What follows belongs to an exercise in optimizing a design on an open flow for small area; a production flow would make more cautious choices. Function was checked by simulation only, so behaviour that the tests miss may differ from the original. Power is estimated from default activity; no workload was simulated.

File: design/flow/flow/run.sh
#!/bin/bash
# Own flow: the standard layout, with two changes to how it is made:
#  - ports are buffered with the smallest buffer (sky130_fd_sc_hd__buf_1);
#  - clock tree synthesis uses clkbuf_4 buffers in clusters of up to 10 sinks and no dummy loads.
# Each step's full output goes to its own log file here.
set -euo pipefail
export BUFFER_PORTS_ARGS="-buffer_cell sky130_fd_sc_hd__buf_1"
export CTS_ARGS="-sink_clustering_enable -repair_clock_nets -dont_use_dummy_load -buf_list sky130_fd_sc_hd__clkbuf_4 -sink_clustering_size 10 -sink_clustering_max_diameter 40"
for step in synth floorplan place cts route finish; do
  bash standard.sh "$step" > "flow_${step}.log" 2>&1
done
File: design/flow/standard.sh
#!/bin/bash
# synth_recipe.tcl (not shown) runs the flow's synth.tcl, then flattens the netlist and writes it again
# the make line also repeats each setting of config.mk as NAME=value (left out here)
make -C /OpenROAD-flow-scripts/flow DESIGN_CONFIG=/design/flow/config.mk WORK_HOME=/design/flow/orfs CLKGATE_MAP_FILE= SYNTH_SCRIPT=/design/flow/synth_recipe.tcl "${@:-finish}"
File: design/flow/config.mk
export PLATFORM = sky130hd
export DESIGN_NAME = can2matrix
export DESIGN_NICKNAME = can2matrix
export VERILOG_FILES = /design/flow/design.v
export SDC_FILE = /design/flow/constraint.sdc
export NUM_CORES = 4
export LEC_CHECK = 0
export CAP_MARGIN = 20
export CORE_MARGIN = 2
export CORE_UTILIZATION = 50
export SLEW_MARGIN = 20
File: design/flow/constraint.sdc
create_clock -name core_clock -period 10.0 [get_ports {clk}]
set_input_delay 2.0000 -clock core_clock [delete_from_list [all_inputs] [get_ports {clk}]]
set_output_delay 2.0000 -clock core_clock [all_outputs]
set_load 0.01 [all_outputs]
File: design/flow/design.v
module can2matrix (
  input  wire        clk,
  input  wire        rst,           
  input  wire        host_we,
  input  wire [7:0]  host_addr,
  input  wire [7:0]  host_wdata,
  output reg  [7:0]  host_rdata,
  output wire        tx_valid,
  output wire        tx_bus,
  output wire [10:0] tx_id,
  output wire [3:0]  tx_dlc,
  output wire [63:0] tx_data,
  input  wire        tx_ready
);
  localparam [2:0] L_IDLE = 3'd0, L_START = 3'd1, L_PRE = 3'd2, L_INFO = 3'd3,
                   L_WAIT = 3'd4, L_STOP = 3'd5;
  localparam [3:0] K_IGN = 4'd0, K_WHEEL = 4'd1, K_GEAR = 4'd2, K_DIM = 4'd3,
                   K_ODO = 4'd4, K_LANG = 4'd5, K_CFG = 4'd6,
                   K_OPEN = 4'd8, K_PRE = 4'd9, K_CACK = 4'd10, K_CLOSE = 4'd11,
                   K_CHUNK = 4'd14;
  reg [1:0]  ign;           
  reg [1:0]  gear;
  reg [7:0]  temperature;
  reg [15:1] speed;
  reg [13:0] rpm;
  reg [10:0] wheel_pulse, wheel_delta;
  reg [23:1] odometer;
  reg [15:0] dim_avg;
  reg        night_mode;
  reg [5:0]  tick_cnt;
  reg [2:0]  lstate;
  reg [3:0]  seq;
  reg [1:0]  wait_cnt;
  reg [6:0]  buf_len;
  reg [7:0]  rrow;
  reg [3:0]  chunk_len;
  reg        chunk_last;
  reg [63:0] chunk_data;
  reg        s1_b0, s1_b1, s1_hi;
  reg [7:0]  cmd_stage2, cmd_stage3;
  reg [10:0] rx_id;
  reg [3:0]  rx_dlc;
  reg [63:0] rx_data;
  reg [8:0]  err;
  reg [2:0]  q_cnt;
  reg [3:0]  q_kind;
  reg [3:0]  q_par;         
  reg [511:0] buf_mem;
  wire [7:0] rx_b0 = rx_data[7:0];
  wire       wr_all;                        
  wire        q_busy = (q_cnt != 3'd0);
  wire        q_last  = (lstate != L_WAIT);
  wire        chunk_q = q_busy && (q_kind == K_CHUNK);
  wire [7:0]  cursor  = !chunk_q ? rrow : q_last ? 8'd1 : {rrow[6:0], rrow[7]};
  wire [7:0]  rd_sel  = rrow;
  reg  [63:0] row_bytes;
  integer r;
  always @* begin
    row_bytes = 64'd0;
    for (r = 0; r < 8; r = r + 1)
      row_bytes = row_bytes | (buf_mem[64*r +: 64] & {64{rd_sel[r]}});
  end
  reg         nc_last;
  always @* begin
    nc_last = 1'b0;
    for (r = 0; r < 8; r = r + 1)
      if (rrow[r] && buf_len <= 8*(r+1)) nc_last = 1'b1;
  end
  wire [3:0]  nc_len    = (nc_last && buf_len[2:0] != 3'd0) ? {1'b0, buf_len[2:0]} : 4'd8;
  wire [7:0]  nc_cursor = nc_last ? 8'd1 : {rrow[6:0], rrow[7]};
  wire [7:0] w0      = host_wdata;
  wire       trigger = host_we && (host_addr == 8'h00);
  wire       s1z     = !(s1_b0 | s1_b1 | s1_hi);
  wire       s2z     = (cmd_stage2 == 8'd0);
  wire       s3z     = (cmd_stage3 == 8'd0);
  wire       hiz     = s1z & s2z & s3z;
  wire op_nop    = hiz && w0 == 8'h00;
  wire op_mframe = hiz && w0 == 8'h01;
  wire op_sframe = hiz && w0 == 8'h02;
  wire op_tick   = hiz && w0 == 8'h03;
  wire op_dim    = s1z && w0 == 8'h04;
  wire op_enc    = s1z && w0 == 8'h05 && cmd_stage3[7:3] == 5'd0;
  wire op_lstep  = !s1_hi && s2z && s3z && w0 == 8'h06;
  wire op_lreset = hiz && w0 == 8'h07;
  wire op_bclr   = hiz && w0 == 8'h08;
  wire op_bapp   = s1z && s3z && w0 == 8'h09;
  wire op_chunk  = hiz && w0 == 8'h0A;
  wire op_eclr   = s1z && w0 == 8'h0B;
  wire op_sreset = hiz && w0 == 8'h0C;
  wire op_legal  = op_nop | op_mframe | op_sframe | op_tick | op_dim | op_enc | op_lstep |
                   op_lreset | op_bclr | op_bapp | op_chunk | op_eclr | op_sreset;
  wire rx_bad    = rx_dlc[3] && (rx_dlc[2:0] != 3'd0);
  wire streaming = (lstate == L_INFO) || (lstate == L_WAIT);
  wire rx_has       = (rx_dlc != 4'd0);
  wire is_start_ack = rx_has && (rx_id == 11'h050) && (rx_b0 == 8'hC1);
  wire is_pre_ack   = rx_has && (rx_id == 11'h051) && (rx_b0 == 8'hC3);
  wire is_chunk_ack = rx_has && (rx_id == 11'h051) && (rx_b0 == {4'hB, seq});
  wire is_close     = rx_has && (rx_id == 11'h051) && (rx_b0[7:4] == 4'hA);
  wire [10:0] wd_diff;
  rc_add #(11) u_wd (.a(rx_data[42:32]), .b(~wheel_pulse), .cin(1'b1), .s(wd_diff));
  wire [15:0] dm_x = dim_avg;
  wire [15:0] dm_y = {4'd0, cmd_stage3, cmd_stage2[7:4]};
  wire [15:0] dm_z = {4'hF, ~dim_avg[15:4]};
  wire [15:0] dm_s = dm_x ^ dm_y ^ dm_z;
  wire [15:0] dm_c = (dm_x & dm_y) | (dm_x & dm_z) | (dm_y & dm_z);
  wire [15:0] dim_sum;
  rc_add #(16) u_dim (.a(dm_s), .b({dm_c[14:0], 1'b1}), .cin(1'b0), .s(dim_sum));
  reg [1:0]  n_ign, n_gear;
  reg        ld_wheel, ld_odo, ld_rpm, ld_dim;
  reg        n_night_mode;
  reg [5:0]  n_tick_cnt;
  reg [2:0]  n_lstate;
  reg [3:0]  n_seq;
  reg [1:0]  n_wait_cnt;
  reg [6:0]  n_buf_len;
  reg [7:0]  n_cursor;
  reg [3:0]  n_chunk_len;
  reg        n_chunk_last;
  reg        chunk_we;
  reg [8:0]  n_err;
  reg        buf_we;
  reg        do_sreset;
  reg [2:0]  push_n;
  reg [3:0]  push_kind;
  reg        ls_req, ls_frame, ls_run;
  reg [15:0] dim_next;
  reg [5:0]  tick_inc;
  reg [1:0]  wait_inc;
  always @* begin
    n_ign = ign; n_gear = gear; n_night_mode = night_mode;
    ld_wheel = 1'b0; ld_odo = 1'b0; ld_rpm = 1'b0; ld_dim = 1'b0;
    n_tick_cnt = tick_cnt; n_lstate = lstate; n_seq = seq; n_wait_cnt = wait_cnt;
    n_buf_len = buf_len; n_cursor = rrow;
    n_chunk_len = chunk_len; n_chunk_last = chunk_last; chunk_we = 1'b0;
    n_err = err;
    buf_we = 1'b0; do_sreset = 1'b0;
    push_n = 3'd0; push_kind = K_IGN;
    ls_req = 1'b0; ls_frame = 1'b0; ls_run = 1'b0;
    dim_next = 16'd0; tick_inc = 6'd0; wait_inc = 2'd0;
    if (trigger) begin
      if (q_busy && !op_sreset) begin
        n_err[1] = 1'b1;
      end else if (!op_legal) begin
        n_err[0] = 1'b1;
      end else if (op_sreset) begin
        do_sreset = 1'b1;
      end else if (op_mframe) begin
        if (rx_bad) n_err[2] = 1'b1;
        else if (rx_id == 11'h010) begin
          if (rx_dlc < 4'd1) n_err[3] = 1'b1;
          else if (rx_b0[1]) n_ign = 2'd2;
          else if (rx_b0[2]) n_ign = 2'd3;
          else if (rx_b0[0]) n_ign = 2'd1;
          else               n_ign = 2'd0;
        end else if (rx_id == 11'h020) begin
          if (rx_dlc < 4'd7) n_err[3] = 1'b1;
          else begin
            n_gear        = rx_b0[1] ? 2'd2 : 2'd1;
            ld_wheel      = 1'b1;
          end
        end else if (rx_id == 11'h030) begin
          if (rx_dlc < 4'd3) n_err[3] = 1'b1;
          else ld_odo = 1'b1;
        end else if (rx_id == 11'h040) begin
          if (rx_dlc < 4'd2) n_err[3] = 1'b1;
          else ld_rpm = 1'b1;
        end else if (rx_id == 11'h050 || rx_id == 11'h051) begin
          ls_run = 1'b1; ls_req = 1'b0; ls_frame = 1'b1;
        end
      end else if (op_sframe) begin
        if (rx_bad) n_err[2] = 1'b1;
      end else if (op_tick) begin
        tick_inc = (tick_cnt == 6'd39) ? 6'd0 : tick_cnt + 6'd1;
        n_tick_cnt = tick_inc;
        push_kind = K_IGN;
        if (tick_inc[0] == 1'b0) push_n = 3'd3;
        if (tick_inc == 6'd0 || tick_inc == 6'd10 || tick_inc == 6'd20 || tick_inc == 6'd30)
          push_n = 3'd5;
        if (tick_inc == 6'd0 || tick_inc == 6'd20) push_n = 3'd6;
        if (tick_inc == 6'd0) push_n = 3'd7;
        if (lstate == L_START || lstate == L_PRE || lstate == L_WAIT) begin
          wait_inc = wait_cnt + 2'd1;
          n_wait_cnt = wait_inc;
          if (wait_inc == 2'd3) begin
            n_lstate = L_IDLE; n_seq = 4'd0; n_wait_cnt = 2'd0; n_cursor = 8'd1;
            n_err[8] = 1'b1;
          end
        end
      end else if (op_dim) begin
        dim_next = dim_sum;
        ld_dim = 1'b1;
        if (!night_mode && dim_next[15:8] < 8'h40) n_night_mode = 1'b1;
        else if (night_mode && dim_next[15:8] > 8'h60) n_night_mode = 1'b0;
      end else if (op_enc) begin
        if (cmd_stage3[2:0] == 3'd2 && cmd_stage2[3:0] == 4'd0 && cmd_stage2[7] == 1'b0 &&
            cmd_stage2[6:4] != 3'd7) begin
          push_n = 3'd1;
          push_kind = {1'b0, cmd_stage2[6:4]};
        end else begin
          n_err[4] = 1'b1;
        end
      end else if (op_lstep) begin
        if (s1_b1 && rx_bad) n_err[2] = 1'b1;
        else begin
          ls_run = 1'b1; ls_req = s1_b0; ls_frame = s1_b1;
        end
      end else if (op_lreset) begin
        n_lstate = L_IDLE; n_seq = 4'd0; n_wait_cnt = 2'd0; n_cursor = 8'd1;
      end else if (op_bclr) begin
        if (streaming) n_err[6] = 1'b1;
        else begin
          n_buf_len = 7'd0; n_cursor = 8'd1;
        end
      end else if (op_bapp) begin
        if (streaming) n_err[6] = 1'b1;
        else if (buf_len[6]) n_err[5] = 1'b1;
        else begin
          buf_we = 1'b1;
          n_buf_len = buf_len + 7'd1;
        end
      end else if (op_chunk) begin
        if (streaming) n_err[6] = 1'b1;
        else if (buf_len == 7'd0) n_err[7] = 1'b1;
        else begin
          chunk_we     = 1'b1;
          n_chunk_len  = nc_len;
          n_chunk_last = nc_last;
          n_cursor     = nc_cursor;
        end
      end else if (op_eclr) begin
        n_err = err & ~{cmd_stage3[0], cmd_stage2};
      end
      if (ls_run) begin
        case (lstate)
          L_IDLE: if (ls_req) begin
            push_kind = K_OPEN; push_n = 3'd1;
            n_lstate = L_START; n_wait_cnt = 2'd0;
          end
          L_START: if (ls_frame && is_start_ack) begin
            push_kind = K_PRE; push_n = 3'd1;
            n_lstate = L_PRE; n_wait_cnt = 2'd0;
          end
          L_PRE: if (ls_frame && is_pre_ack) begin
            n_lstate = L_INFO; n_wait_cnt = 2'd0;
          end
          L_INFO: begin
            if (ls_frame && is_close) begin
              push_kind = K_CACK; push_n = 3'd1;
              n_lstate = L_STOP; n_wait_cnt = 2'd0;
            end else if (buf_len == 7'd0) begin
              n_err[7] = 1'b1;
            end else begin
              push_kind = K_CHUNK; push_n = 3'd1;
              n_seq = seq + 4'd1;    
              if (!nc_last) begin
                n_lstate = L_WAIT; n_wait_cnt = 2'd0;
              end
            end
          end
          L_WAIT: if (ls_frame && is_chunk_ack) begin
            n_lstate = L_INFO; n_wait_cnt = 2'd0;
          end
          L_STOP: begin
            n_seq = 4'd0;
            push_kind = K_CLOSE; push_n = 3'd1;
            n_lstate = L_IDLE; n_wait_cnt = 2'd0;
          end
          default: ;
        endcase
      end
    end
  end
  assign     wr_all = rst | do_sreset;
  wire       pop    = q_busy && tx_ready;
  wire [7:0] wdz    = host_wdata & {8{!(rst | trigger)}};
  reg [3:0] kind_next;
  always @* begin
    case (q_kind[2:0])
      3'd0: kind_next = K_WHEEL;
      3'd1: kind_next = K_ODO;
      3'd4: kind_next = K_DIM;
      3'd3: kind_next = K_GEAR;
      3'd2: kind_next = K_LANG;
      default: kind_next = K_CFG;
    endcase
  end
  always @(posedge clk) begin
    if (wr_all) begin
      ign <= 2'd0; gear <= 2'd0; night_mode <= 1'b0;
      tick_cnt <= 6'd0; lstate <= L_IDLE; seq <= 4'd0; wait_cnt <= 2'd0;
      buf_len <= 7'd0; rrow <= 8'd1;
      chunk_len <= 4'd0; chunk_last <= 1'b0;
      err <= 9'd0;
      q_cnt <= 3'd0;
    end else begin
      ign <= n_ign; gear <= n_gear; night_mode <= n_night_mode;
      tick_cnt <= n_tick_cnt; lstate <= n_lstate; seq <= n_seq; wait_cnt <= n_wait_cnt;
      buf_len <= n_buf_len; rrow <= (chunk_q && pop) ? cursor : n_cursor;
      chunk_len <= n_chunk_len; chunk_last <= n_chunk_last;
      err <= n_err;
      if (push_n != 3'd0) begin
        q_cnt <= push_n;
      end else if (pop) begin
        q_cnt <= q_cnt - 3'd1;
      end
    end
  end
  wire [63:0] rxz = rx_data & {64{!wr_all}};
  always @(posedge clk) begin
    if (wr_all | ld_wheel) begin
      speed       <= rxz[30:16];
      wheel_pulse <= rxz[42:32];
      wheel_delta <= wd_diff & {11{!wr_all}};
      temperature <= rxz[55:48];
    end
    if (wr_all | ld_odo) odometer <= rxz[22:0];
    if (wr_all | ld_rpm) rpm <= rxz[15:2];
    if (wr_all | ld_dim) dim_avg <= {dim_sum[15] | wr_all, dim_sum[14:0] & {15{!wr_all}}};
  end
  always @(posedge clk) begin
    if (push_n != 3'd0) begin
      q_kind <= push_kind;
      q_par  <= rx_b0[3:0] + 4'd1;
    end else if (pop) begin
      q_kind <= kind_next;
    end
  end
  reg chunk_vld;
  always @(posedge clk) begin
    if (wr_all) chunk_vld <= 1'b0;
    else if (chunk_we) chunk_vld <= 1'b1;
    if (chunk_we) chunk_data <= row_bytes;
  end
  wire [63:0] chunk_rd = chunk_data & {64{chunk_vld}};
  wire we_s = host_we | rst;
  always @(posedge clk) begin
    if (we_s && (rst || host_addr == 8'h00 || host_addr == 8'h01)) begin
      s1_b0 <= wdz[0]; s1_b1 <= wdz[1]; s1_hi <= |wdz[7:2];
    end
    if (we_s && (rst || host_addr == 8'h00 || host_addr == 8'h02)) cmd_stage2 <= wdz;
    if (we_s && (rst || host_addr == 8'h00 || host_addr == 8'h03)) cmd_stage3 <= wdz;
    if (wr_all || (host_we && host_addr == 8'h24)) rx_id[7:0]  <= wdz;
    if (wr_all || (host_we && host_addr == 8'h25)) rx_id[10:8] <= wdz[2:0];
    if (wr_all || (host_we && host_addr == 8'h26)) rx_dlc      <= wdz[3:0];
  end
  genvar g, h;
  generate
    for (g = 0; g < 8; g = g + 1) begin : g_rx
      always @(posedge clk)
        if (wr_all || (host_we && host_addr == 8'h28 + g)) rx_data[8*g +: 8] <= wdz;
    end
  endgenerate
  wire [7:0] bw_data = cmd_stage2 & {8{!wr_all}};
  generate
    for (g = 0; g < 8; g = g + 1) begin : g_row
      wire row_en = wr_all | (buf_we && buf_len[5:3] == g);
      for (h = 0; h < 8; h = h + 1) begin : g_col
        wire col_en = wr_all | (buf_len[2:0] == h);
        always @(posedge clk)
          if (row_en & col_en) buf_mem[64*g + 8*h +: 8] <= bw_data;
      end
    end
  endgenerate
  wire       k_slave = !q_kind[3];
  wire [3:0] q_len   = (q_last && buf_len[2:0] != 3'd0) ? {1'b0, buf_len[2:0]} : 4'd8;
  wire [3:0] seq_m1  = seq - 4'd1;
  reg [3:0]  h_dlc;
  reg [63:0] h_data;
  always @* begin
    h_data = 64'd0;
    case (q_kind)
      K_IGN:   begin h_dlc = 4'd2; h_data[7:0] = {4'd0, ign == 2'd3, ign == 2'd2, ign == 2'd1, ign != 2'd0}; end
      K_WHEEL: begin h_dlc = 4'd8; h_data[47:0] = {5'd0, wheel_delta, 2'd0, rpm, speed, 1'b0}; end
      K_GEAR:  begin h_dlc = 4'd7; h_data[23:16] = {6'd0, gear}; end
      K_DIM:   begin h_dlc = 4'd3; h_data[15:0] = {7'd0, night_mode, dim_avg[15:8]}; end
      K_ODO:   begin h_dlc = 4'd7; h_data[31:0] = {temperature, odometer, 1'b0}; end
      K_LANG:  begin h_dlc = 4'd4; h_data[7:0] = 8'h21; end
      K_CFG:   begin h_dlc = 4'd8; h_data[7:0] = 8'h01; end
      K_OPEN:  begin h_dlc = 4'd3; h_data[23:0] = 24'h030201; end
      K_PRE:   begin h_dlc = 4'd6; h_data[47:0] = 48'h151413121110; end
      K_CACK:  begin h_dlc = 4'd1; h_data[7:0] = {4'hB, q_par}; end
      K_CLOSE: begin h_dlc = 4'd1; h_data[7:0] = 8'hA8; end
      default: begin
        h_dlc = q_len;
        h_data[7:0] = {2'b00, !q_last, q_last, seq_m1};
        h_data[15:8]  = (q_len > 4'd1) ? row_bytes[15:8]  : 8'd0;
        h_data[23:16] = (q_len > 4'd2) ? row_bytes[23:16] : 8'd0;
        h_data[31:24] = (q_len > 4'd3) ? row_bytes[31:24] : 8'd0;
        h_data[39:32] = (q_len > 4'd4) ? row_bytes[39:32] : 8'd0;
        h_data[47:40] = (q_len > 4'd5) ? row_bytes[47:40] : 8'd0;
        h_data[55:48] = (q_len > 4'd6) ? row_bytes[55:48] : 8'd0;
        h_data[63:56] = (q_len > 4'd7) ? row_bytes[63:56] : 8'd0;
      end
    endcase
  end
  assign tx_valid = q_busy;
  assign tx_bus   = k_slave;
  assign tx_id    = {2'b01, q_kind[3], 1'b0, k_slave ? q_kind[2:0] : 3'd0,
                     2'b00, k_slave ? 2'b00 : q_kind[1:0]};
  assign tx_dlc   = h_dlc;
  assign tx_data  = h_data;
  always @* begin
    case (host_addr)
      8'h04: host_rdata = {5'd0, 1'b1, night_mode, q_busy};
      8'h05: host_rdata = {seq, 1'b0, lstate};
      8'h06: host_rdata = err[7:0];
      8'h07: host_rdata = {7'd0, err[8]};
      8'h08: host_rdata = {2'd0, tick_cnt};
      8'h09: host_rdata = {4'd0, ign == 2'd3, ign == 2'd2, ign == 2'd1, ign != 2'd0};
      8'h0A: host_rdata = {6'd0, gear};
      8'h0B: host_rdata = temperature;
      8'h0C: host_rdata = {speed[7:1], 1'b0};
      8'h0D: host_rdata = speed[15:8];
      8'h0E: host_rdata = rpm[7:0];
      8'h0F: host_rdata = {2'd0, rpm[13:8]};
      8'h10: host_rdata = wheel_pulse[7:0];
      8'h11: host_rdata = {5'd0, wheel_pulse[10:8]};
      8'h12: host_rdata = wheel_delta[7:0];
      8'h13: host_rdata = {5'd0, wheel_delta[10:8]};
      8'h14: host_rdata = {odometer[7:1], 1'b0};
      8'h15: host_rdata = odometer[15:8];
      8'h16: host_rdata = odometer[23:16];
      8'h17: host_rdata = dim_avg[15:8];
      8'h18: host_rdata = dim_avg[7:0];
      8'h19: host_rdata = dim_avg[15:8];
      8'h1A: host_rdata = 8'h02;
      8'h1C: host_rdata = {1'b0, buf_len};
      8'h1E: host_rdata = {2'd0, |(cursor & 8'hF0), |(cursor & 8'hCC), |(cursor & 8'hAA), 3'd0};
      8'h20: host_rdata = {6'd0, wait_cnt};
      8'h22: host_rdata = {5'd0, q_cnt};
      8'h24: host_rdata = rx_id[7:0];
      8'h25: host_rdata = {5'd0, rx_id[10:8]};
      8'h26: host_rdata = {4'd0, rx_dlc};
      8'h28: host_rdata = rx_data[7:0];
      8'h29: host_rdata = rx_data[15:8];
      8'h2A: host_rdata = rx_data[23:16];
      8'h2B: host_rdata = rx_data[31:24];
      8'h2C: host_rdata = rx_data[39:32];
      8'h2D: host_rdata = rx_data[47:40];
      8'h2E: host_rdata = rx_data[55:48];
      8'h2F: host_rdata = rx_data[63:56];
      8'h30: host_rdata = {4'd0, chunk_len};
      8'h31: host_rdata = {7'd0, chunk_last};
      8'h38: host_rdata = chunk_rd[7:0];
      8'h39: host_rdata = chunk_rd[15:8];
      8'h3A: host_rdata = chunk_rd[23:16];
      8'h3B: host_rdata = chunk_rd[31:24];
      8'h3C: host_rdata = chunk_rd[39:32];
      8'h3D: host_rdata = chunk_rd[47:40];
      8'h3E: host_rdata = chunk_rd[55:48];
      8'h3F: host_rdata = chunk_rd[63:56];
      default: host_rdata = 8'h00;
    endcase
  end
endmodule
module rc_add #(parameter W = 8) (
  input  wire [W-1:0] a,
  input  wire [W-1:0] b,
  input  wire         cin,
  output wire [W-1:0] s
);
  wire [W:0] c;
  assign c[0] = cin;
  genvar i;
  generate
    for (i = 0; i < W; i = i + 1) begin : g_bit
      assign s[i]   = a[i] ^ b[i] ^ c[i];
      assign c[i+1] = (a[i] & b[i]) | (c[i] & (a[i] ^ b[i]));
    end
  endgenerate
endmodule
==> results of run 1 <==
-- layout make-up --
class | count | area [um^2]
fillers | 6009 | 32900
diodes | 4 | 10.0
flip-flops and latches | 833 | 24500
inverters | 63 | 236
repair buffers | 156 | 782
clock buffers | 119 | 893
well taps | 950 | 1190
multi-input cells | 1623 | 11000
-- registers in the layout, indices dropped and copies added (netlist names), 9 cells and up --
register     cells
buf_mem        512
chunk_data      64
rx_data         64
odometer        23
dim_avg         16
speed           15
rpm             14
rx_id           11
wheel_delta     11
wheel_pulse     11
err              9
-- worst reg2reg max path, cell delays in order, from the launching register on --
cell	delay, ns
edfxtp_1	0.49
inv_1	0.11
fa_1	0.52
fa_1	0.41
fa_1	0.39
fa_1	0.39
fa_1	0.39
fa_1	0.40
fa_1	0.39
fa_1	0.39
fa_1	0.40
fa_1	0.40
fa_1	0.39
fa_1	0.38
fa_1	0.40
fa_1	0.38
inv_1	0.07
fa_1	0.17
xnor2_1	0.13
xnor2_1	0.17
nand2_1	0.07
or2_0	0.20
a21oi_1	0.16
-- power groups by stage --
stage	sequential (mW)	combinational [mW]	clock, mW
global placement	4.34	1.20	0
CTS	4.26	1.23	1.65
global route	4.28	1.37	1.78
detailed placement	4.34	1.22	0
floorplan	4.22	0.754	0
finish	4.27	1.26	1.64
-- layer usage --
metal | up-vias | global-route usage (%) | wire [um]
met5 | - | 0 | 0
met4 | 0 | 10.4 | 4500
li1 | 10800 | - | -
met1 | 13400 | 54.8 | 56700
met2 | 1925 | 53.4 | 59500
met3 | 254 | 9.09 | 17100
-- final timing paths --
check	from	to	slack, ns	cells past startpoint
hold reg to reg	chunk_len[0]	chunk_len[0]	0.49	2
setup / recovery	dim_avg[4]	night_mode	2.72	22
setup reg to reg	dim_avg[4]	night_mode	2.72	22
hold / removal	chunk_len[0]	chunk_len[0]	0.49	2
-- cell families (layout without fill, tap and decap cells) --
family          count (synthesis)  after routing  synth area share (%)
compound gates                719            719                  14.7
xor+xnor                       18             18                 0.436
fa+ha+maj                      53             53                  2.54
buf+inv                       210            338                  2.31
flops                         833            833                  67.7
mux                            21             21                 0.595
other cells                     2              9                0.0208
simple gates                  807            807                  11.7
-- cells in the final DEF, fill, tap and decap left out, drive strengths merged, types with 45 or more instances in the layout --
cell type / synthesis / routed
a21oi: 88 / 88
a22o: 48 / 48
a22oi: 328 / 328
and2: 89 / 89
buf: 25 / 155
clkbuf: 122 / 120
dfxtp: 53 / 53
edfxtp: 780 / 780
inv: 61 / 61
nand2: 139 / 139
nand3: 58 / 58
nand4: 105 / 105
nor2: 205 / 205
nor3: 45 / 45
o21ai: 55 / 55
==> results.txt, run 1 <==
* Status: timing/DRC/antenna clean
* Clock Latency Late Sink at about 1 ns
* Max stage delay on crit path at 0.52 ns
* Vias at between 20000 and 30000
* Total power draw at 7.17 mW
* Fin. Hold Viols at 0
* Top Ports at 109
* Detailed Route WL at 138000 um
* Initial antenna violation count at 8
* Placed cells at 3624
* CTS Sinks at around 830
* CP Launch Type: register
* GR Overflow Total at 0
* Main synth FF type: edfxtp_1
* Antenna viol nets, final at 0
* Synth top area share at 64.8%
* Chip Width at about 270 um
* Placed inst area at roughly 0.038 mm^2
* Slowest cell on crit path: fa_1
* Final worst setup slack at between 2 and 3 ns
* Worst-path clk slew at 0.09 ns
* Synth area leader: edfxtp_1
* Sequential cell area fraction in the yosys report at around 68%
* Cell mode on critical path: fa_1
* Die Height at 273 um
* First-pass GRT wire length at 191000 um
* Core Rows at 98
* Synth area leaders: edfxtp_1 65%, a22oi_1 6.8%, dfxtp_1 2.9%
* Fin nets at 2866
* Peak VDD IR at 0.000129 V
* Max cap viols at 0
* CTS Buf Count at ~120
* CTS tree: yes
* Largest delay share family, worst path: adder cells
* Critical path buffer and inverter count at 2
* RSZ-0062 raised after global routing: false
* Worst Clk Skew at 0.132 ns
* Crit share post-route at 72.8%
* Slew Viols, Final at 0
* Critical Path, Cell by Cell: inv_1, fa_1, fa_1, fa_1, fa_1, fa_1, fa_1, fa_1, fa_1, fa_1, fa_1, fa_1, fa_1, fa_1, fa_1, inv_1, fa_1, xnor2_1, xnor2_1, nand2_1, or2_0, a21oi_1
* Flop pwr share at around three fifths
* EDFF count, synth at 780
* FMAX at 137 MHz
* Syn_area_per_cell at 13.6 um^2
* Placed wire-length estimate at 95900 um
* Min cycle time layout at 7.28 ns
* Fin util at 54.0%
* CP arrival at between 8 and 9 ns
* Clk pwr share at 22.8%
* Root buffer cell: clkbuf_4
* Hold buffers post-CTS at 0
* Hold_ws at approximately 0.49 ns
* CP Class: reg2reg
* Required time worst endpoint at 10.81 ns
* H-tree levels at 3
* Setup-failing EPs final at 0
* Gate power share at 17.6%
* Residual DRC at 0
* # port buffers at 103
* Pwr dens at 186 mW/mm^2
* Async SR Flop Fraction at 0%
* Crit path max fanout at 3
* Synth Cell Area at 0.0362 mm^2
* Non-Filler Instances at ~3700
* Number of global-route vias before repair at ~25000
* Sw power at 2.16 mW
* Critical Path End Type: register
* Core Footprint at 0.0715 mm^2
* GPL Wtd Cong at between 1 and 1.5
* Worst hold path type: reg2reg
* Cell with the most instances after synthesis: edfxtp_1
* Syn. warnings at 1
* Drt wl/cell at 36.8 um
* Pint at roughly 5 mW
* Slew headroom at a little under a fifth
* Number of distinct library cells after synthesis at 97
* Mapped Cells at 2663
* Synth-to-Final Area Change at 6.74%
* Worst-Margin Slew at 1.21 ns
* Total GRT Usage at a little over a third
* Pleak at 12.6 nW
* FF+latch count, synth at 833
* Pre-CTS setup slack at 2.76 ns
* Setup Buffers After CTS at 0
* Vias per cell at 7.06
* Largest net degree at the start of global routing at 65
* Top post-synthesis cells by count: 780 x edfxtp_1, 328 x a22oi_1, 204 x nor2_1
* Post-route cell area at 0.0386 mm^2
* CTS resizes at 0
* Iteration-0 DRC Markers at 4525
* Max Buffers Root-to-Sink at 3
* Drt pass-1 iters at 6
* Initial Util at 50.6%
* Layout cell share with drive strength beyond 1 at under 10%
* Total Die Area at between 0.07 and 0.08 mm^2
* Post-route setup TNS at 0 ns
* Switching Fraction at 30.1%
==> inputs of run 2 (changes only) <==
==> design/flow/flow/run.sh (replaced) <==
#!/bin/bash
# Own flow: the standard layout, with these changes to how it is made:
#  - ports are buffered with the smallest buffer (sky130_fd_sc_hd__buf_1);
#  - clock tree synthesis uses clkbuf_4 buffers in clusters of up to 10 sinks and no dummy loads;
#  - after global routing, ORFS's power recovery (RECOVER_POWER) downsizes gates
#    on paths with positive slack.
# Each step's full output goes to its own log file here.
set -euo pipefail
export BUFFER_PORTS_ARGS="-buffer_cell sky130_fd_sc_hd__buf_1"
export RECOVER_POWER=100
export CTS_ARGS="-sink_clustering_enable -repair_clock_nets -dont_use_dummy_load -buf_list sky130_fd_sc_hd__clkbuf_4 -sink_clustering_size 10 -sink_clustering_max_diameter 40"
for step in synth floorplan place cts route finish; do
  bash standard.sh "$step" > "flow_${step}.log" 2>&1
done
==> results.txt, run 2 <==
* Status: failed layout checks
* Violated Checks: capacitance limit, slew limit
* CTS resizes at 0 (unchanged)
* Slew Viols, Final at 678 (+678)
* FMAX at 117 MHz (-15%)
* Most frequent cells in the layout: 780 x edfxtp_1, 328 x a22oi_1, 203 x nor2_1
* Peak VDD IR at 0.000130 V (+0.91%)
* Required time worst endpoint at 10.29 ns (-0.52 ns)
* CP arrival at 8.81 ns (+0.72 ns)
* Simple-gate share of the synthesized area at 11.7% (unchanged)
* Residual DRC at 0 (unchanged)
* Core Rows at 98 (unchanged)
* Layout cell share with drive strength beyond 1 at 7.30% (-1.5 points)
* Max Buffers Root-to-Sink at 3 (unchanged)
* Min cycle time layout at 8.52 ns (+1.24 ns)
* Syn_area_per_cell at 13.6 um^2 (unchanged)
* Setup Buffers After CTS at 0 (unchanged)
* Max cap viols at 23 (+23)
* Top Ports at 109 (unchanged)
* Synth Area in Compound Gates at 14.7% (unchanged)
* Largest delay share family, worst path: buffers and inverters
* Worst hold path type: reg2reg
* RSZ-0062 raised after global routing: false
* Fin. Hold Viols at 0 (unchanged)
* Vias at 26600 (+0.37%)
* Area occupied by multi-input gates at 0.0109 mm^2 (-1.1%)
* Fin nets at 2866 (unchanged)
* Synth-to-Final Area Change at 6.19%
* Largest Register: buf_mem
* Synth area leaders: edfxtp_1 65%, a22oi_1 6.8%, dfxtp_1 2.9%
* Largest regs: buf_mem x512, chunk_data x64, rx_data x64
* Cell with the most instances after synthesis: edfxtp_1
* Synth top area share at 64.8% (unchanged)
* Register Area at 0.0245 mm^2 (about the same)
* GR Overflow Total at 0 (unchanged)
* Top post-synthesis cells by count: 780 x edfxtp_1, 328 x a22oi_1, 204 x nor2_1
* GPL Wtd Cong at 1.03 (unchanged)
* FF+latch count, synth at 833 (unchanged)
* Switching Fraction at 30.0% (-0.058 points)
* Hold buffers post-CTS at 0 (unchanged)
* Die Height at 273 um (unchanged)
* Synth Cell Area at 0.0362 mm^2 (unchanged)
* Placed cells at 3624 (unchanged)
* Placed wire-length estimate at 95900 um (unchanged)
* Post-Synth Adder-Cell Area at 2.54% (unchanged)
* Pwr dens at 186 mW/mm^2 (+0.33%)
* Largest net degree at the start of global routing at 65 (unchanged)
* Mux cell area share after synthesis at 0.595% (unchanged)
* First-pass GRT wire length at 191000 um (unchanged)
* Main synth FF type: edfxtp_1
* CTS Sinks at 833 (unchanged)
* Critical Path, Cell by Cell: clkbuf_1, nor4_1, and3_1, clkbuf_1, a21oi_1, clkbuf_1, and2_2, clkbuf_1
* Total GRT Usage at 36.7% (unchanged)
* Flop pwr share at 59.8% (+0.2 points)
* H-tree levels at 3 (unchanged)
* Max stage delay on crit path at 2.12 ns (+1.60 ns)
* # fillers at 6047 (+0.63%)
* Xor-xnor portion of the synthesized cell area at 0.436% (unchanged)
* Post-route setup TNS at 0 ns (unchanged)
* Number of global-route vias before repair at 24600 (unchanged)
* Worst-path clk slew at 0.09 ns (about the same)
* Critical path buffer and inverter count at 4 (+2)
* Non-Filler Instances at 3747 (-0.027%)
* # port buffers at 103 (unchanged)
* Mapped Cells at 2663 (unchanged)
* Clk pwr share at 22.8% (about the same)
* CTS Buf Count at 119 (unchanged)
* Crit path max fanout at 64 (+61)
* CTS tree: yes
* Number of distinct library cells after synthesis at 97 (unchanged)
* Sw power at 2.15 mW (-0.39%)
* Pleak at 12.5 nW (-1.0%)
* EDFF count, synth at 780 (unchanged)
* Pint at 5.01 mW (-0.12%)
* Detailed Route WL at 137000 um (-0.26%)
* Cell mode on critical path: clkbuf_1
* Slew headroom at -117% (-140 points)
* CP Class: in2reg
* Chip Width at 273 um (unchanged)
* Setup-failing EPs final at 0 (unchanged)
* Pre-CTS setup slack at 2.76 ns (unchanged)
* CP Launch Type: primary input
* Crit share post-route at 85.2% (+12 points)
* Total Die Area at 0.0745 mm^2 (unchanged)
* Gate power share at 17.4% (-0.2 points)
* Initial Util at 50.6% (unchanged)
* Vias per cell at 7.09 (+0.40%)
* Iteration-0 DRC Markers at 4516 (-0.20%)
* Critical Path End Type: register
* Sequential cell area fraction in the yosys report at 67.7% (unchanged)
* Most common cell after layout, fill and taps aside: edfxtp_1
* Async SR Flop Fraction at 0% (unchanged)
* Synth area leader: edfxtp_1
* Drt pass-1 iters at 6 (unchanged)
* Antenna viol nets, final at 0 (unchanged)
* Drt wl/cell at 36.7 um (-0.23%)
* Max reg flops at 512 (unchanged)
* Worst-Margin Slew at 3.26 ns (+2.04 ns)
* Final worst setup slack at 1.48 ns (-1.24 ns)
* Root buffer cell: clkbuf_4
* Core Footprint at 0.0715 mm^2 (unchanged)
* Initial antenna violation count at 8 (unchanged)
* Slowest cell on crit path: clkbuf_1
* Largest family of logic cells by synthesized area: compound AO/OA/AOI/OAI gates
* Clock Latency Late Sink at 0.97 ns (about the same)
* Worst Clk Skew at 0.124 ns (-0.00796 ns)
* Syn. warnings at 1 (unchanged)
==> run 2: cell count changes in the layout (fill, tap and decap cells not counted), sizes merged <==
| cell | before | now |
|---|---|---|
| clkbuf | 120 | 144 |
| buf | 155 | 131 |
| diode | 4 | 3 |
==> run 2: worst paths after layout <==
| kind | from | to | slack [ns] | cells after the start |
|---|---|---|---|---|
| worst min register to register | chunk_len[0] | chunk_len[0] | 0.50 | 2 |
| worst max-delay path | host_addr[1] | buf_mem[283] | 1.48 | 8 |
| worst min-delay path | chunk_len[0] | chunk_len[0] | 0.50 | 2 |
| worst max register to register | dim_avg[4] | night_mode | 2.73 | 22 |
==> run 2: logic make-up after synthesis <==
group | Yosys count
compound gates | 719
xor+xnor | 18
mux | 21
fa+ha+maj | 53
simple gates | 807
other cells | 2
flops | 833
buf+inv | 210
==> run 2: worst min-delay path, cell delays in order (launching register included) <==
cell and delay, ns:
dfxtp_1 0.34, nand2_1 0.06, a21oi_1 0.05
==> run 2: stage by stage <==
step	area (um^2)	hold WS [ns]	total power [mW]	util, %
after CTS	38600	0.497	7.14	54.0
after floorplan	36200	0.432	4.97	-
final	38400	0.498	7.16	53.7
after detailed placement	37700	0.479	5.56	52.7
after global placement	37700	0.469	5.54	52.7
after global routing	38400	0.513	7.41	53.7
==> run 2: power by group through the flow <==
stage	logic (mW)	registers, mW	clock network, mW
finish	1.25	4.28	1.63
global route	1.35	4.28	1.78
CTS	1.23	4.26	1.65
detailed placement	1.22	4.34	0
global placement	1.20	4.34	0
floorplan	0.754	4.22	0
==> run 2: routing by layer <==
metal	up-vias	global-route usage [%]	share of wire, %
li1	10800	-	-
met4	0	10.4	3.2
met5	-	0	0
met1	13500	54.8	40
met3	244	9.09	13
met2	1961	53.4	43
==> run 2: final cells by class <==
type,count,area share (%)
diodes,3,0.0195
clock buffers,119,2.33
inverters,63,0.616
multi-input cells,1623,28.3
flip-flops and latches,833,63.8
well taps,950,3.10
repair buffers,156,1.84
==> inputs of run 3 (changes only) <==
==> design/flow/flow/run.sh (replaced) <==
#!/bin/bash
# Own flow: the standard layout, with these changes to how it is made:
#  - synthesis is the standard flow's synthesis script unchanged (same passes, registers,
#    flattening and renaming) except that Yosys's abc call maps the
#    combinational logic with an area-oriented ABC script (flow/area.abc)
#    instead of ORFS's delay-oriented one;
#  - ports are buffered with the smallest buffer (sky130_fd_sc_hd__buf_1);
#  - clock tree synthesis uses clkbuf_4 buffers in clusters of up to 10 sinks
#    and no dummy loads.
# Each step's full output goes to its own log file here.
set -euo pipefail
here=$(pwd)
export MY_ABC_SCRIPT="$here/flow/area.abc"
export BUFFER_PORTS_ARGS="-buffer_cell sky130_fd_sc_hd__buf_1"
export CTS_ARGS="-sink_clustering_enable -repair_clock_nets -dont_use_dummy_load -buf_list sky130_fd_sc_hd__clkbuf_4 -sink_clustering_size 10 -sink_clustering_max_diameter 40"

# synthesis script: synth_recipe.tcl with abc's -script argument replaced
{
  cat <<'EOT'
proc abc {args} {
  set i [lsearch -exact $args -script]
  if {$i >= 0} { set args [lreplace $args [expr {$i + 1}] [expr {$i + 1}] $::env(MY_ABC_SCRIPT)] }
  yosys abc {*}$args
}
EOT
  cat synth_recipe.tcl
} > synth_area.tcl
sed "s|SYNTH_SCRIPT=[^ ]*synth_recipe\.tcl|SYNTH_SCRIPT=$here/synth_area.tcl|" standard.sh > synth_area.sh
grep -q "SYNTH_SCRIPT=$here/synth_area.tcl" synth_area.sh
bash synth_area.sh synth > flow_synth.log 2>&1

for step in floorplan place cts route finish; do
  bash standard.sh "$step" > "flow_${step}.log" 2>&1
done
==> design/flow/flow/area.abc (new file) <==
strash
&get -n
&fraig -x
&put
scorr
dc2
strash
dch -f
amap -m -F 4 -A 8
topo
==> results.txt, run 3 <==
* RSZ-0062 raised after global routing: false
* Antenna viol nets, final at 0 (unchanged)
* Total GRT Usage at 35.1% (-1.6 points)
* Gate power share at 19.2% (+1.8 points)
* H-tree levels at 3 (unchanged)
* CTS Sinks at 833 (unchanged)
* Max Buffers Root-to-Sink at 3 (unchanged)
* Number of distinct library cells after synthesis at 57 (-41%)
* Worst Hold Depth at 2 (unchanged)
* Synth-to-Final Area Change at 8.63%
* Placed inst area at 0.0366 mm^2 (-2.9%)
* FF+latch count, synth at 833 (unchanged)
* Async SR Flop Fraction at 0% (unchanged)
* Initial antenna violation count at 13 (+5)
* Clock Latency Late Sink at 0.96 ns (about the same)
* Required time worst endpoint at 10.75 ns (+0.46 ns)
* Placed wire-length estimate at 88900 um (-7.3%)
* Sequential cell area fraction in the yosys report at 70.9% (+3.2 points)
* Syn. warnings at 1 (unchanged)
* # port buffers at 103 (unchanged)
* Total Die Area at 0.0712 mm^2 (-4.4%)
* CTS Buf Count at 119 (unchanged)
* Slew Viols, Final at 0 (-100%)
* Top Ports at 109 (unchanged)
* GPL Wtd Cong at 1.08 (+4.9%)
* Min cycle time layout at 7.77 ns (-0.745 ns)
* Critical Path End Type: register
* Pwr dens at 193 mW/mm^2 (+3.8%)
* Status: timing/DRC/antenna clean
* Syn_area_per_cell at 14.1 um^2 (+3.5%)
* Hold Path Origin: wait_cnt[1]
* Max cap viols at 0 (-100%)
* Worst Clk Skew at 0.112 ns (-0.0122 ns)
* Setup Buffers After CTS at 0 (unchanged)
* Post-route setup TNS at 0 ns (unchanged)
* Worst R2R End: night_mode
* Iteration-0 DRC Markers at 4600 (+1.9%)
* Worst-path clk slew at 0.06 ns (-0.03 ns)
* CTS tree: yes
* Fin util at 54.8% (+1.1 points)
* Synth area leader: edfxtp_1
* Crit share post-route at 77.7% (-7.5 points)
* Chip Width at 267 um (-2.2%)
* FMAX at 129 MHz (+9.6%)
* Clk pwr share at 22.1% (-0.7 points)
* Slew headroom at 19.8% (+140 points)
* Max reg flops at 512 (unchanged)
* Post-route cell area at 0.0375 mm^2 (-2.3%)
* Worst hold path type: reg2reg
* Top post-synthesis cells by count: 780 x edfxtp_1, 287 x nor2_1, 216 x clkinv_1
* Drt wl/cell at 34.5 um (-5.9%)
* Pleak at 12.1 nW (-3.6%)
* Most common cell after layout, fill and taps aside: edfxtp_1
* Vias per cell at 6.96 (-1.8%)
* Non-Filler Instances at 3627 (-3.2%)
* Sw power at 2.19 mW (+1.9%)
* Crit path max fanout at 3 (-95%)
* Max stage delay on crit path at 0.50 ns (-1.62 ns)
* Root buffer cell: clkbuf_4
* Die Height at 267 um (-2.2%)
* GR Overflow Total at 0 (unchanged)
* Synth area leaders: edfxtp_1 68%, a222oi_1 4.8%, nor2_1 3.1%
* Worst r2r src: dim_avg[5]
* Cell with the most instances after synthesis: edfxtp_1
* Setup-failing EPs final at 0 (unchanged)
* Fin nets at 2810 (-2.0%)
* Largest Register: buf_mem
* Mapped Cells at 2458 (-7.7%)
* Placed cells at 3501 (-3.4%)
* Largest regs: buf_mem x512, chunk_data x64, rx_data x64
* Worst-Margin Slew at 1.20 ns (-2.06 ns)
* Largest net degree at the start of global routing at 68 (+4.6%)
* R2R setup slack at 2.23 ns (-0.50 ns)
* Flop pwr share at 58.7% (-1.1 points)
* R2R cell count at 25 (+14%)
* Switching Fraction at 30.1% (+0.14 points)
* Vias at 25200 (-5.0%)
* CP Launch Type: register
* First-pass GRT wire length at 175000 um (-8.4%)
* Slowest cell on crit path: fa_1
* Main synth FF type: edfxtp_1
* Detailed Route WL at 125000 um (-8.9%)
* CP Class: reg2reg
* Pint at 5.07 mW (+1.2%)
* Worst Hold Path EP: wait_cnt[1]
* Cell mode on critical path: fa_1
* Synth Cell Area at 0.0345 mm^2 (-4.5%)
* Core Rows at 96 (-2.0%)
* Core Footprint at 0.0685 mm^2 (-4.2%)
* Total power draw at 7.26 mW (+1.4%)
* Fin. Hold Viols at 0 (unchanged)
* Residual DRC at 0 (unchanged)
* CTS resizes at 0 (unchanged)
* Number of global-route vias before repair at 23500 (-4.3%)
* Layout cell share with drive strength beyond 1 at 7.82% (+0.51 points)
* Most frequent cells in the layout: 780 x edfxtp_1, 276 x nor2_1, 214 x clkinv_1
* Synth top area share at 67.8% (+3.0 points)
* EDFF count, synth at 780 (unchanged)
* Initial Util at 50.5% (-0.13 points)
* CP arrival at 8.52 ns (-0.29 ns)
* Peak VDD IR at 0.000115 V (-11%)
* Drt pass-1 iters at 9 (+3)
* Hold buffers post-CTS at 0 (unchanged)
[run 3: worst max-delay path by stage]
stage	depth (start not counted)	endpoint	from
finish	25	night_mode	dim_avg[5]
global route	25	night_mode	dim_avg[5]
CTS	25	night_mode	dim_avg[5]
detailed placement	25	night_mode	dim_avg[5]
global placement	25	night_mode	dim_avg[5]
floorplan	8	buf_mem[101]	host_addr[7]
[run 3: power by group through the flow]
| stage | clock, mW | combinational (mW) | sequential (mW) |
|---|---|---|---|
| finish | 1.61 | 1.40 | 4.26 |
| detailed placement | 0 | 1.34 | 4.33 |
| CTS | 1.64 | 1.36 | 4.25 |
| floorplan | 0 | 0.794 | 4.24 |
| global route | 1.76 | 1.50 | 4.27 |
| global placement | 0 | 1.33 | 4.32 |
[run 3: final cells by class]
cell class | count | area, um^2
clock buffers | 119 | 893
well taps | 882 | 1100
repair buffers | 164 | 845
multi-input cells | 1406 | 9370
flip-flops and latches | 833 | 24500
inverters | 216 | 813
diodes | 7 | 17.5
fillers | 5765 | 30900
[run 3: worst max-delay path, delay by kind of cell (launching register included)]
kind,cells,cell delay [ns]
compound gates,4,0.68
fa+ha+maj,15,5.94
buf+inv,2,0.20
flops,1,0.45
simple gates,4,0.37
[run 3: per-layer routing]
layer	track usage, %	share of wire (%)	up-vias
li1	-	-	10500
met1	51.1	40	12700
met2	51.1	43	1752
met3	9.30	13	267
met4	12.1	3.8	10
met5	0	0.052	-
[run 3: cells by family after synthesis]
kind of cell | share of synthesized area (%)
other cells | 0.0217
simple gates | 10.1
fa+ha+maj | 2.57
buf+inv | 2.48
compound gates | 14.0
flops | 70.9
[run 3: per-stage QoR]
stage / hold WS (ns) / setup slack [ns]
global placement: 0.476 / 2.36
CTS: 0.507 / 2.35
floorplan: 0.449 / 1.30
detailed placement: 0.490 / 2.34
global route: 0.527 / 1.87
finish: 0.508 / 2.23
==> inputs of run 4 (changes only) <==
--- a/design/flow/design.v
+++ b/design/flow/design.v
@@ -33,5 +33,5 @@
   reg [1:0]  wait_cnt;
   reg [6:0]  buf_len;
-  reg [7:0]  rrow;
+  reg [2:0]  cursor;        
   reg [3:0]  chunk_len;
   reg        chunk_last;
@@ -50,8 +50,5 @@
   wire       wr_all;                        
   wire        q_busy = (q_cnt != 3'd0);
-  wire        q_last  = (lstate != L_WAIT);
-  wire        chunk_q = q_busy && (q_kind == K_CHUNK);
-  wire [7:0]  cursor  = !chunk_q ? rrow : q_last ? 8'd1 : {rrow[6:0], rrow[7]};
-  wire [7:0]  rd_sel  = rrow;
+  wire [2:0]  rd_row = q_busy ? q_par[2:0] : cursor;
   reg  [63:0] row_bytes;
   integer r;
@@ -59,14 +56,10 @@
     row_bytes = 64'd0;
     for (r = 0; r < 8; r = r + 1)
-      row_bytes = row_bytes | (buf_mem[64*r +: 64] & {64{rd_sel[r]}});
-  end
-  reg         nc_last;
-  always @* begin
-    nc_last = 1'b0;
-    for (r = 0; r < 8; r = r + 1)
-      if (rrow[r] && buf_len <= 8*(r+1)) nc_last = 1'b1;
+      row_bytes = row_bytes | (buf_mem[64*r +: 64] & {64{rd_row == r}});
   end
+  wire [3:0]  row_p1    = {1'b0, cursor} + 4'd1;
+  wire        nc_last   = ({row_p1, 3'b000} >= buf_len);
   wire [3:0]  nc_len    = (nc_last && buf_len[2:0] != 3'd0) ? {1'b0, buf_len[2:0]} : 4'd8;
-  wire [7:0]  nc_cursor = nc_last ? 8'd1 : {rrow[6:0], rrow[7]};
+  wire [2:0]  nc_cursor = nc_last ? 3'd0 : row_p1[2:0];
   wire [7:0] w0      = host_wdata;
   wire       trigger = host_we && (host_addr == 8'h00);
@@ -107,5 +100,10 @@
   rc_add #(16) u_dim (.a(dm_s), .b({dm_c[14:0], 1'b1}), .cin(1'b0), .s(dim_sum));
   reg [1:0]  n_ign, n_gear;
-  reg        ld_wheel, ld_odo, ld_rpm, ld_dim;
+  reg [7:0]  n_temperature;
+  reg [15:1] n_speed;
+  reg [13:0] n_rpm;
+  reg [10:0] n_wheel_pulse, n_wheel_delta;
+  reg [23:1] n_odometer;
+  reg [15:0] n_dim_avg;
   reg        n_night_mode;
   reg [5:0]  n_tick_cnt;
@@ -114,5 +112,5 @@
   reg [1:0]  n_wait_cnt;
   reg [6:0]  n_buf_len;
-  reg [7:0]  n_cursor;
+  reg [2:0]  n_cursor;
   reg [3:0]  n_chunk_len;
   reg        n_chunk_last;
@@ -128,8 +126,9 @@
   reg [1:0]  wait_inc;
   always @* begin
-    n_ign = ign; n_gear = gear; n_night_mode = night_mode;
-    ld_wheel = 1'b0; ld_odo = 1'b0; ld_rpm = 1'b0; ld_dim = 1'b0;
+    n_ign = ign; n_gear = gear; n_temperature = temperature;
+    n_speed = speed; n_rpm = rpm; n_wheel_pulse = wheel_pulse; n_wheel_delta = wheel_delta;
+    n_odometer = odometer; n_dim_avg = dim_avg; n_night_mode = night_mode;
     n_tick_cnt = tick_cnt; n_lstate = lstate; n_seq = seq; n_wait_cnt = wait_cnt;
-    n_buf_len = buf_len; n_cursor = rrow;
+    n_buf_len = buf_len; n_cursor = cursor;
     n_chunk_len = chunk_len; n_chunk_last = chunk_last; chunk_we = 1'b0;
     n_err = err;
@@ -157,12 +156,15 @@
           else begin
             n_gear        = rx_b0[1] ? 2'd2 : 2'd1;
-            ld_wheel      = 1'b1;
+            n_speed       = rx_data[30:16];
+            n_wheel_pulse = rx_data[42:32];
+            n_wheel_delta = wd_diff;
+            n_temperature = rx_data[55:48];
           end
         end else if (rx_id == 11'h030) begin
           if (rx_dlc < 4'd3) n_err[3] = 1'b1;
-          else ld_odo = 1'b1;
+          else n_odometer = rx_data[22:0];
         end else if (rx_id == 11'h040) begin
           if (rx_dlc < 4'd2) n_err[3] = 1'b1;
-          else ld_rpm = 1'b1;
+          else n_rpm = rx_data[15:2];
         end else if (rx_id == 11'h050 || rx_id == 11'h051) begin
           ls_run = 1'b1; ls_req = 1'b0; ls_frame = 1'b1;
@@ -183,5 +185,5 @@
           n_wait_cnt = wait_inc;
           if (wait_inc == 2'd3) begin
-            n_lstate = L_IDLE; n_seq = 4'd0; n_wait_cnt = 2'd0; n_cursor = 8'd1;
+            n_lstate = L_IDLE; n_seq = 4'd0; n_wait_cnt = 2'd0; n_cursor = 3'd0;
             n_err[8] = 1'b1;
           end
@@ -189,5 +191,5 @@
       end else if (op_dim) begin
         dim_next = dim_sum;
-        ld_dim = 1'b1;
+        n_dim_avg = dim_next;
         if (!night_mode && dim_next[15:8] < 8'h40) n_night_mode = 1'b1;
         else if (night_mode && dim_next[15:8] > 8'h60) n_night_mode = 1'b0;
@@ -206,9 +208,9 @@
         end
       end else if (op_lreset) begin
-        n_lstate = L_IDLE; n_seq = 4'd0; n_wait_cnt = 2'd0; n_cursor = 8'd1;
+        n_lstate = L_IDLE; n_seq = 4'd0; n_wait_cnt = 2'd0; n_cursor = 3'd0;
       end else if (op_bclr) begin
         if (streaming) n_err[6] = 1'b1;
         else begin
-          n_buf_len = 7'd0; n_cursor = 8'd1;
+          n_buf_len = 7'd0; n_cursor = 3'd0;
         end
       end else if (op_bapp) begin
@@ -252,5 +254,6 @@
             end else begin
               push_kind = K_CHUNK; push_n = 3'd1;
-              n_seq = seq + 4'd1;    
+              n_seq = seq + 4'd1;
+              n_cursor = nc_cursor;
               if (!nc_last) begin
                 n_lstate = L_WAIT; n_wait_cnt = 2'd0;
@@ -287,14 +290,19 @@
   always @(posedge clk) begin
     if (wr_all) begin
-      ign <= 2'd0; gear <= 2'd0; night_mode <= 1'b0;
+      ign <= 2'd0; gear <= 2'd0; temperature <= 8'd0;
+      speed <= 15'd0; rpm <= 14'd0; wheel_pulse <= 11'd0; wheel_delta <= 11'd0;
+      odometer <= 23'd0; dim_avg <= 16'h8000; night_mode <= 1'b0;
       tick_cnt <= 6'd0; lstate <= L_IDLE; seq <= 4'd0; wait_cnt <= 2'd0;
-      buf_len <= 7'd0; rrow <= 8'd1;
+      buf_len <= 7'd0; cursor <= 3'd0;
       chunk_len <= 4'd0; chunk_last <= 1'b0;
       err <= 9'd0;
       q_cnt <= 3'd0;
     end else begin
-      ign <= n_ign; gear <= n_gear; night_mode <= n_night_mode;
+      ign <= n_ign; gear <= n_gear; temperature <= n_temperature;
+      speed <= n_speed; rpm <= n_rpm; wheel_pulse <= n_wheel_pulse;
+      wheel_delta <= n_wheel_delta; odometer <= n_odometer;
+      dim_avg <= n_dim_avg; night_mode <= n_night_mode;
       tick_cnt <= n_tick_cnt; lstate <= n_lstate; seq <= n_seq; wait_cnt <= n_wait_cnt;
-      buf_len <= n_buf_len; rrow <= (chunk_q && pop) ? cursor : n_cursor;
+      buf_len <= n_buf_len; cursor <= n_cursor;
       chunk_len <= n_chunk_len; chunk_last <= n_chunk_last;
       err <= n_err;
@@ -306,20 +314,8 @@
     end
   end
-  wire [63:0] rxz = rx_data & {64{!wr_all}};
-  always @(posedge clk) begin
-    if (wr_all | ld_wheel) begin
-      speed       <= rxz[30:16];
-      wheel_pulse <= rxz[42:32];
-      wheel_delta <= wd_diff & {11{!wr_all}};
-      temperature <= rxz[55:48];
-    end
-    if (wr_all | ld_odo) odometer <= rxz[22:0];
-    if (wr_all | ld_rpm) rpm <= rxz[15:2];
-    if (wr_all | ld_dim) dim_avg <= {dim_sum[15] | wr_all, dim_sum[14:0] & {15{!wr_all}}};
-  end
   always @(posedge clk) begin
     if (push_n != 3'd0) begin
       q_kind <= push_kind;
-      q_par  <= rx_b0[3:0] + 4'd1;
+      q_par  <= (push_kind == K_CACK) ? rx_b0[3:0] + 4'd1 : {1'b0, cursor};
     end else if (pop) begin
       q_kind <= kind_next;
@@ -363,4 +359,5 @@
   endgenerate
   wire       k_slave = !q_kind[3];
+  wire       q_last  = (lstate != L_WAIT);    
   wire [3:0] q_len   = (q_last && buf_len[2:0] != 3'd0) ? {1'b0, buf_len[2:0]} : 4'd8;
   wire [3:0] seq_m1  = seq - 4'd1;
@@ -426,5 +423,5 @@
       8'h1A: host_rdata = 8'h02;
       8'h1C: host_rdata = {1'b0, buf_len};
-      8'h1E: host_rdata = {2'd0, |(cursor & 8'hF0), |(cursor & 8'hCC), |(cursor & 8'hAA), 3'd0};
+      8'h1E: host_rdata = {2'd0, cursor, 3'd0};
       8'h20: host_rdata = {6'd0, wait_cnt};
       8'h22: host_rdata = {5'd0, q_cnt};
==> results.txt, run 4 <==
* Status: timing/DRC/antenna clean
* Drt pass-1 iters at 10 (+1)
* Pwr dens at 236 mW/mm^2 (+22%)
* Post-route setup TNS at 0 ns (unchanged)
* CTS resizes at 0 (unchanged)
* RSZ-0062 raised after global routing: false
* Worst hold path type: reg2reg
* Pleak at 11.8 nW (-2.2%)
* # fillers at 5713 (-0.90%)
* Fin nets at 2971 (+5.7%)
* Critical Path, Cell by Cell: clkinv_1, ha_1, nand2_1, clkinv_1, o22ai_1, clkinv_1, nor2_4, buf_4, a22oi_1, nand4_1, a22oi_1, o21ai_0, buf_1
* R2R cell count at 26 (+4.0%)
* Synth area leaders: edfxtp_1 60%, dfxtp_1 8.6%, nor2_1 4.1%
* Total Die Area at 0.0704 mm^2 (-1.1%)
* Worst-path clk slew at 0.09 ns (+0.03 ns)
* Layout cell share with drive strength beyond 1 at 7.46% (-0.35 points)
* Area occupied by multi-input gates at 0.0101 mm^2 (+8.1%)
* Required time worst endpoint at 8.00 ns (-2.75 ns)
* H-tree levels at 3 (unchanged)
* Hold_ws at 0.529 ns (+0.0208 ns)
* Synth top area share at 60.0% (-7.8 points)
* Met1 WL at 48500 um (-3.2%)
* Peak VDD IR at 0.000236 V (+110%)
* Iteration-0 DRC Markers at 4154 (-9.7%)
* Async SR Flop Fraction at 0% (unchanged)
* Worst-Margin Slew at 1.32 ns (+0.114 ns)
* Pre-CTS setup slack at 2.74 ns (+0.395 ns)
* Highest Signal Layer: met4
* Most common cell after layout, fill and taps aside: edfxtp_1
* Max cap viols at 0 (unchanged)
* Initial Util at 50.7% (+0.21 points)
* Fin. Hold Viols at 0 (unchanged)
* FF+latch count, synth at 828 (-0.60%)
* Vias at 26400 (+4.7%)
* Drt wl/cell at 35.1 um (+1.8%)
* Mapped Cells at 2614 (+6.3%)
* Die Height at 265 um (-0.56%)
* Crit share post-route at 81.9% (+4.1 points)
* CP Launch Type: register
* Main synth FF type: edfxtp_1
* EDFF count, synth at 682 (-13%)
* CTS Sinks at 828 (-0.60%)
* Critical Path End Type: output port
* Met3 WL at 14300 um (-11%)
* Vias per cell at 7.00 (+0.56%)
* Slowest cell on crit path: o22ai_1
* Antenna viol nets, final at 0 (unchanged)
* Register Area at 0.0234 mm^2 (-4.5%)
* Worst R2R End: night_mode
* Total GRT Usage at 37.4% (+2.3 points)
* Number of distinct library cells after synthesis at 53 (-7.0%)
* Setup Buffers After CTS at 0 (unchanged)
* Largest regs: buf_mem x512, chunk_data x64, rx_data x64
* Final worst setup slack at 1.81 ns (-0.415 ns)
* Post-route cell area at 0.0372 mm^2 (-0.86%)
* Max stage delay on crit path at 0.83 ns (+0.33 ns)
* Worst Clk Skew at 0.140 ns (+0.0287 ns)
* Synth-to-Final Area Change at 8.94%
* Synth area leader: edfxtp_1
* Most frequent cells in the layout: 682 x edfxtp_1, 353 x nor2_1, 220 x clkinv_1
* Cell with the most instances after synthesis: edfxtp_1
* WL met2 at 59200 um (+9.4%)
* CP Class: reg2out
* Hold buffers post-CTS at 0 (unchanged)
* Largest net degree at the start of global routing at 69 (+1.5%)
* Min cycle time layout at 8.19 ns (+0.415 ns)
* Syn. warnings at 1 (unchanged)
* R2R setup slack at 2.79 ns (+0.56 ns)
* Synth Cell Area at 0.0342 mm^2 (-1.1%)
* GPL Wtd Cong at 1.09 (+0.80%)
* Critical path capture point: tx_data[15]
* Cell mode on critical path: clkinv_1
* Top Ports at 109 (unchanged)
* First-pass GRT wire length at 186000 um (+6.1%)
* CTS tree: yes
* Placed inst area at 0.0363 mm^2 (-0.84%)
* Max reg flops at 512 (unchanged)
* # port buffers at 103 (unchanged)
* Detailed Route WL at 133000 um (+5.9%)
* FMAX at 122 MHz (-5.1%)
* Residual DRC at 0 (unchanged)
* Sequential cell area fraction in the yosys report at 68.5% (-2.3 points)
* Core Footprint at 0.0674 mm^2 (-1.6%)
* Number of global-route vias before repair at 25100 (+6.6%)
* Clock Latency Late Sink at 1.00 ns (+0.04 ns)
* Top post-synthesis cells by count: 682 x edfxtp_1, 377 x nor2_1, 221 x clkinv_1
* Max Buffers Root-to-Sink at 3 (unchanged)
* Total power draw at 8.78 mW (+21%)
* Slew Viols, Final at 0 (unchanged)
* GR Overflow Total at 0 (unchanged)
* Slew headroom at 12.1% (-7.6 points)
* Syn_area_per_cell at 13.1 um^2 (-7.0%)
* CTS Buf Count at 116 (-2.5%)
* Chip Width at 265 um (-0.56%)
* Setup-failing EPs final at 0 (unchanged)
* Initial antenna violation count at 8 (-5)
* Root buffer cell: clkbuf_4
* Crit path max fanout at 40 (+37)
* Worst r2r src: dim_avg[4]
* Largest Register: buf_mem
* CP arrival at 6.19 ns (-2.33 ns)
* Core Rows at 95 (-1.0%)
* Placed wire-length estimate at 93300 um (+5.0%)
* CP Launch Point: q_cnt[0]
-- run 4: cell count changes in the layout (fill, tap and decap cells not counted), moves of 20 or more --
cell	change
dfxtp_1	+101
nor2b_1	-55
a222oi_1	-32
nand3_1	-40
a22oi_1	+29
edfxtp_1	-98
nor2_1	+77
nand2_1	+47
nand4_1	+20
o22ai_1	+82
-- run 4: routing by layer --
layer | vias up | global-route usage (%)
li1 | 11000 | -
met2 | 1908 | 57.0
met5 | - | 0
met3 | 449 | 7.80
met4 | 0 | 25.0
met1 | 13100 | 48.6
-- run 4: power breakdown --
| part | switching (mW) | total, mW | internal (mW) |
|---|---|---|---|
| Clock | 1.08 | 1.61 | 0.525 |
| Sequential | 0.0827 | 4.12 | 4.04 |
| Combinational | 2.24 | 3.05 | 0.805 |
-- run 4: layout make-up --
cell class | count | area share (%)
diodes | 8 | 0.0538
clock buffers | 116 | 2.34
inverters | 221 | 2.24
multi-input cells | 1562 | 27.2
flip-flops and latches | 828 | 62.9
well taps | 873 | 2.94
repair buffers | 167 | 2.33
-- run 4: worst min-delay path by stage --
stage,from,endpoint,slack (ns),cells past startpoint
2_1_floorplan,chunk_last,chunk_last,0.44,2
4_1_cts,wheel_delta[0],wheel_delta[0],0.52,2
3_5_place_dp,wheel_delta[0],wheel_delta[0],0.50,2
6_report,wheel_delta[0],wheel_delta[0],0.53,2
5_1_grt,wait_cnt[1],wait_cnt[1],0.56,2
3_3_place_gp,wheel_delta[0],wheel_delta[0],0.50,2
-- run 4: critical path, delay by kind of cell, from the launching register on --
family / cells / cell delay [ns]
AO/OA/AOI/OAI: 4 / 1.38
adder cells (fa/ha/maj): 1 / 0.30
buffers and inverters: 5 / 2.00
flip-flops: 1 / 0.34
AND/OR/NAND/NOR: 3 / 1.25
-- run 4: logic make-up after synthesis --
family / count (synthesis) / share of synthesized area (%)
AOI/OAI and AO/OA: 694 / 15.5
adders and majority gates: 55 / 2.78
buffers and inverters: 227 / 2.56
DFF: 828 / 68.5
other: 2 / 0.0220
and+or+nand+nor: 808 / 10.6
-- run 4: through the flow --
step / cells / utilization [%]
global placement: 3650 / 53.8
detailed placement: 3650 / 53.9
CTS: 3766 / 55.2
finish: 3775 / 55.2
floorplan: 2617 / -
global route: 3770 / 55.2

[what the ideal ports hide]
In the flow no input, the clock included, has a driving cell. The finished layouts below were timed again as built, in two steps.
Step 1 sets driving cells, clkbuf_16 on the clock port and buf_2 on the other inputs (assumed; they add their load-dependent delay and slew).
Step 2 adds t to the input delays and takes it off the output delays; t is the mean of the earliest and latest rising clock arrival at the registers after step 1. Input paths then give back, and output paths get back, about the clock's delay inside the block.
a / b / c = ideal ports / drivers / drivers and shift; a / b = the first two.
| run | t (ns) | slack for setup (ns) | worst register clock-pin slew, ns | worst slew at a driven data input, ns | cell pins on the clock port's net |
|---|---|---|---|---|---|
| run 1 | 0.973 | 2.721 / 2.719 / 2.719 | 0.12 / 0.12 | 0.11 | 1 |
| run 2 | 0.966 | 1.484 / 1.516 / 0.550 | 0.12 / 0.12 | 0.11 | 1 |
| run 3 | 0.963 | 2.229 / 2.229 / 2.229 | 0.11 / 0.11 | 0.05 | 1 |
| run 4 | 0.988 | 1.814 / 1.746 / 2.567 | 0.11 / 0.11 | 0.04 | 1 |
The setup slack of run 2, which loses most, moves by +0.032 ns with the drivers and by -0.934 ns with both steps.
